From an optimization exercise on the open Yosys and OpenROAD flow, aimed at small area, a short achievable clock period and few clock cycles; shortcuts taken in it are not production practice.
Only simulation tests tie the RTL to the original design; equivalence was not proved.
Power figures rest on the tool's default switching activity, not on a simulated workload.

==> try-willow <==
// codec_unit
module codec_unit (
    input  wire        clk,
    input  wire        rst,
    input  wire        reg_we,
    input  wire [3:0]  reg_addr,
    input  wire [31:0] reg_wdata,
    output wire        busy,
    output reg  [6:0]  status,
    output reg  [31:0] rcnt,
    output wire [31:0] rcons,
    output reg         mem_valid,
    output reg         mem_we,
    output wire [31:0] mem_addr,
    output reg  [7:0]  mem_wdata,
    input  wire        mem_ready,
    input  wire [7:0]  mem_rdata
);
Settings: LEC_CHECK=0, CAP_MARGIN=20, CORE_MARGIN=2, CORE_UTILIZATION=40, SLEW_MARGIN=20; clock period 12.0 ns.
run.sh (not shown) runs the stock make flow with config.mk's settings and CLKGATE_MAP_FILE= SYNTH_SCRIPT=/design/flow/synth_recipe.tcl, a recipe that flattens the netlist after the stock synthesis.
==> try-sierra: changes against try-willow <==
--- a/flow/design.v
+++ b/flow/design.v
@@ -287,27 +287,27 @@
         inv   = invw;
         cin   = cinw;
     end
     wire pk_we = sv[S_PK] & pk_wr;
     wire up_we = sv[S_UP] & uw;
     wire gc_we = sv[S_GC2] & (cph != C_RD);
     always @(*) begin
-        mem_we    = pk_we | up_we | gc_we | gd_wr | gd_vwr;
+        mem_we    = mwe;
         mem_valid = (sv[S_PK] & (pk_wr | !cz)) | sv[S_UP] | (sv[S_GC1] & !cz) | sv[S_GC2] |
                     (gd_rd & !atend) | gd_wr | gd_vwr;
         mem_wdata = ({8{sv[S_PK]}} & bb[7:0]) |
                     ({8{sv[S_UP]}} & bb[7:0] & lmask(up_d)) |
                     ({8{sv[S_GC2] & (cph == C_WR)}} &
                          ((tl != 2'd0) ? {started, vg_wr} : cur)) |
                     ({8{sv[S_GC2] & (cph == C_WR0)}} & {started, cur[6:0]}) |
                     ({8{sv[S_GC2] & (cph == C_SEL)}} & sel) |
                     ({8{gd_wr & (k <= gd_code)}} & cur) |
                     ({8{gd_vwr}} & vw_data);
     end
-    assign mem_addr = mem_we ? waddr : raddr;
+    assign mem_addr = mwe ? waddr : raddr;
     function [31:0] step;
         input [31:0] p;
         input [3:0]  d;
         reg   [3:0]  lo;
         reg   [28:0] inc, dec;
         reg          s_inc, s_dec, s_hold;
         begin
@@ -321,14 +321,18 @@
                       lo[2:0]};
         end
     endfunction
     reg [3:0] rdl, wdl;      
     reg [4:0] state_n;
     reg [2:0] gph_n;
     reg [5:0] pbn, frn;
+    reg [5:0] pbx;
+    reg       czx, uwx;
+    reg [1:0] wbx, cphx;
+    reg       mwe;           
     reg [2:0] ac_op;
     reg [1:0] rc_op;
     reg       fin;
     reg [6:0] fin_st;
     task finish_ok;
         input [2:0] a;
         input [1:0] r;
@@ -347,14 +351,19 @@
             ac_op  = AC_ZERO;
             rc_op  = RC_ZERO;
         end
     endtask
     always @(posedge clk) begin
         state_n = state;
         gph_n   = gph;
+        pbx     = pb;
+        czx     = cz;
+        wbx     = wb;
+        cphx    = cph;
+        uwx     = uw;
         rdl    = 4'd0;
         wdl    = 4'd0;
         ac_op  = AC_HOLD;
         rc_op  = RC_HOLD;
         fin    = 1'b0;
         fin_st = 7'h01;
         case (state)
@@ -416,15 +425,15 @@
             state_n = S_CHK6;
         end
         S_CHK6: begin
             mstep <= 3'd0;
             q     <= 2'd0;
             k     <= 2'd0;
             pend  <= 3'd0;
-            cz    <= !slen_nz;
+            czx    = !slen_nz;
             if (opk1[3])
                 rdl = 4'd3;              
             if (pf || (slen_nz && dcap_nz && apos && ov2))
                 finish_err(E_PARAM);
             else if (opk1[1])
                 state_n = S_MUL;
             else if (opk1[2]) begin
@@ -454,20 +463,20 @@
                 ac_op = AC_HALF;
                 if (mstep == 3'd4)
                     state_n = S_MC1;
             end
         end
         S_MC1: begin
             bb   <= 15'd0;
-            pb   <= 6'd0;
+            pbx   = 6'd0;
             drop <= 3'd0;
             fr   <= bw_r;
             k    <= 2'd0;
-            wb   <= 2'd0;
-            uw   <= 1'b0;
+            wbx   = 2'd0;
+            uwx   = 1'b0;
             cf   <= !yneg;
             if (is_pk) begin
                 state_n = S_PK;
                 if (!slen_nz)
                     finish_ok(AC_ZERO, RC_ZERO);
             end else begin
                 state_n = S_UP;
@@ -477,30 +486,30 @@
                     finish_err(E_CORRUPT);
             end
         end
         S_PK: begin
             if (xfer) begin
                 if (pk_wr) begin
                     bb  <= bb >> 8;
-                    pb  <= (pb >= 6'd8) ? pb - 6'd8 : 6'd0;
-                    wb  <= wb + 2'd1;
+                    pbx  = (pb >= 6'd8) ? pb - 6'd8 : 6'd0;
+                    wbx  = wb + 2'd1;
                     wdl = 4'd1;
                     if (pk_done)
                         finish_ok(AC_ZERO, RC_Y);
                 end else begin
                     bb <= bb | pk_in;
                     if (pk_last) begin
-                        pb    <= pb + fr;
+                        pbx    = pb + fr;
                         fr    <= bw_r;
                         k     <= 2'd0;
                         rdl   = {1'b0, ewb} - {2'b00, k};
                         rc_op = RC_DEC;
-                        cz    <= rcnt_one;
+                        czx    = rcnt_one;
                     end else begin
-                        pb  <= pb + 6'd8;
+                        pbx  = pb + 6'd8;
                         fr  <= fr - 6'd8;
                         k   <= k + 2'd1;
                         rdl = 4'd1;
                     end
                 end
             end
             cf <= 1'b0;
@@ -535,17 +544,17 @@
                 end else begin
                     bb   <= bb | up_in;
                     pbn  = pb + 6'd8 - {3'd0, drop};
                     drop <= 3'd0;
                     rdl  = 4'd1;
                 end
             end
-            pb <= pbn;
+            pbx = pbn;
             fr <= frn;
-            uw <= (pbn >= ((frn >= 6'd8) ? 6'd8 : frn));
+            uwx = (pbn >= ((frn >= 6'd8) ? 6'd8 : frn));
             cf <= 1'b0;
             if (cf)
                 finish_err(E_CORRUPT);
             else if (capf)
                 finish_err(E_CAPACITY);
         end
         S_GC1: begin
@@ -581,15 +590,15 @@
         end
         S_GCC3: begin
             rc_op   = RC_Y;
             tl      <= slen_r[1:0];
             q       <= 2'd3;
             k       <= 2'd3;
             started <= 1'b0;
-            cph     <= C_RD;
+            cphx     = C_RD;
             state_n = S_GC2;
             if (cf)
                 finish_err(E_CAPACITY);
             else if (!slen_nz)
                 finish_ok(AC_ZERO, RC_ZERO);
         end
         S_GC2: begin
@@ -597,65 +606,65 @@
                 case (cph)
                     C_RD: begin
                         rdl = 4'hF;
                         cur <= mem_rdata;
                         prv <= cur[6:0];
                         if (tl != 2'd0) begin
                             if (started || vg_rd != 7'd0)
-                                cph <= C_WR;
+                                cphx = C_WR;
                             else if (k == 2'd0)
-                                cph <= C_WR0;
+                                cphx = C_WR0;
                             else
                                 k <= k - 2'd1;
                         end else begin
                             if (started || rd_nz || k == 2'd0)
-                                cph <= C_WR;
+                                cphx = C_WR;
                             else
                                 k <= k - 2'd1;
                         end
                     end
                     C_WR: begin
                         wdl = 4'hF;
                         started <= 1'b1;
                         if (tl != 2'd0) begin
                             if (k == 2'd0)
-                                cph <= C_WR0;
+                                cphx = C_WR0;
                             else begin
                                 k   <= k - 2'd1;
-                                cph <= C_RD;
+                                cphx = C_RD;
                             end
                         end else begin
                             if (!started)
                                 code <= k;
                             if (k == 2'd0) begin
                                 sel     <= {sel[5:0], started ? code : 2'd0};
                                 rc_op   = RC_DEC;
                                 started <= 1'b0;
                                 k       <= 2'd3;
-                                cph     <= (q == 2'd0) ? C_SEL : C_RD;
+                                cphx     = (q == 2'd0) ? C_SEL : C_RD;
                                 q       <= q - 2'd1;
                             end else begin
                                 k   <= k - 2'd1;
-                                cph <= C_RD;
+                                cphx = C_RD;
                             end
                         end
                     end
                     C_WR0: begin
                         wdl = 4'hF;
                         rc_op   = RC_DEC;
                         tl      <= tl - 2'd1;
                         started <= 1'b0;
                         k       <= 2'd3;
-                        cph     <= C_RD;
+                        cphx     = C_RD;
                         if (rcnt_one)
                             finish_ok(AC_ZERO, RC_Y);
                     end
                     default: begin    
                         wdl = 4'hF;
-                        cph <= C_RD;
+                        cphx = C_RD;
                         if (rcnt == 32'd0)
                             finish_ok(AC_ZERO, RC_Y);
                     end
                 endcase
             end
         end
         S_GDI2: begin
@@ -769,23 +778,34 @@
         endcase
         if (fin) begin
             status <= fin_st;
             state_n = S_IDLE;
         end
         state <= state_n;
         sv    <= onehot(state_n);
+        pb    <= pbx;
+        cz    <= czx;
+        wb    <= wbx;
+        cph   <= cphx;
+        uw    <= uwx;
+        mwe   <= ((state_n == S_PK) && ((pbx >= 6'd8) ||
+                                        (czx && ((pbx != 6'd0) || (wbx != 2'd0))))) ||
+                 ((state_n == S_UP) && uwx) ||
+                 ((state_n == S_GC2) && (cphx != C_RD)) ||
+                 ((state_n == S_GD) && ((gph_n == G_WR) || (gph_n == G_VWR)));
         gph   <= gph_n;
         gv    <= 8'd1 << gph_n;
         if (rst) begin
             dst_r  <= 32'd0;
             dcap_r <= 32'd0;
             src_r  <= 32'd0;
             slen_r <= 32'd0;
             arg_r  <= 32'd0;
             state  <= S_IDLE;
             sv     <= onehot(S_IDLE);
+            mwe    <= 1'b0;
             status <= 7'd0;
             rcnt   <= 32'd0;
             acc    <= 36'd0;
         end
     end
 endmodule
--- a/flow/config.mk
+++ b/flow/config.mk
@@ -4,8 +4,9 @@
 export VERILOG_FILES = /design/flow/design.v
 export SDC_FILE = /design/flow/constraint.sdc
 export NUM_CORES = 4
 export LEC_CHECK = 0
 export CAP_MARGIN = 20
 export CORE_MARGIN = 2
 export CORE_UTILIZATION = 40
+export SETUP_SLACK_MARGIN = 5
 export SLEW_MARGIN = 20
==> comparison <==
In try-willow the register-to-register slack is lower than in try-sierra, by 0.55 ns. Between try-sierra and try-willow, the lower wire length is in try-sierra (gap 1.4%, measured against try-willow). Between try-sierra and try-willow, the lower via count is in try-sierra (gap 0.49%, measured against try-willow). Between try-willow and try-sierra, the lower non-clock buffer count is in try-willow (gap 14). Against try-sierra, the area after synthesis of try-willow is higher by about 1.5%. In try-willow the synthesized cell count is smaller than in try-sierra, by about 0.56%. Against try-willow, the core utilization of try-sierra is higher by 0.19 points. Sequential power is about the same in try-sierra and try-willow. Of try-sierra and try-willow, try-sierra has the higher combinational power (gap about 23%, measured against try-willow).
Testbench counts of try-willow, summed over its fixed seeds: cycles 221,008.
Testbench counts of try-sierra, summed over its fixed seeds: cycles 221,008.

[re-timing with driven ports]
No port has a modelled driver above. Below, the same layouts with a new extraction and two added sets of constraints.
Step 1: set_driving_cell puts a clkbuf_16 on clk and a buf_2 on each other input, an assumption about the parent block.
Step 2 times the ports against the registers' clock, not the clock port: input delays grow and output delays shrink by t, the midpoint of the rising clock arrivals with the driver on.
Slacks: ideal ports / drivers / drivers and shift; pairs: ideal ports / drivers.
| run | t (ns) | setup WS [ns] | worst setup path after step 2 | clock arrival spread, ns | worst register clock-pin slew, ns |
|---|---|---|---|---|---|
| try-willow | 0.703 | 4.824 / 4.824 / 4.570 | input to register | 0.047 / 0.047 | 0.07 / 0.07 |
| try-sierra | 0.714 | 5.271 / 5.289 / 4.575 | input to register | 0.041 / 0.041 | 0.07 / 0.07 |
After both steps every run listed still meets setup and hold. The setup slack of try-sierra, which loses most, moves by +0.018 ns with the drivers and by -0.696 ns with both steps.
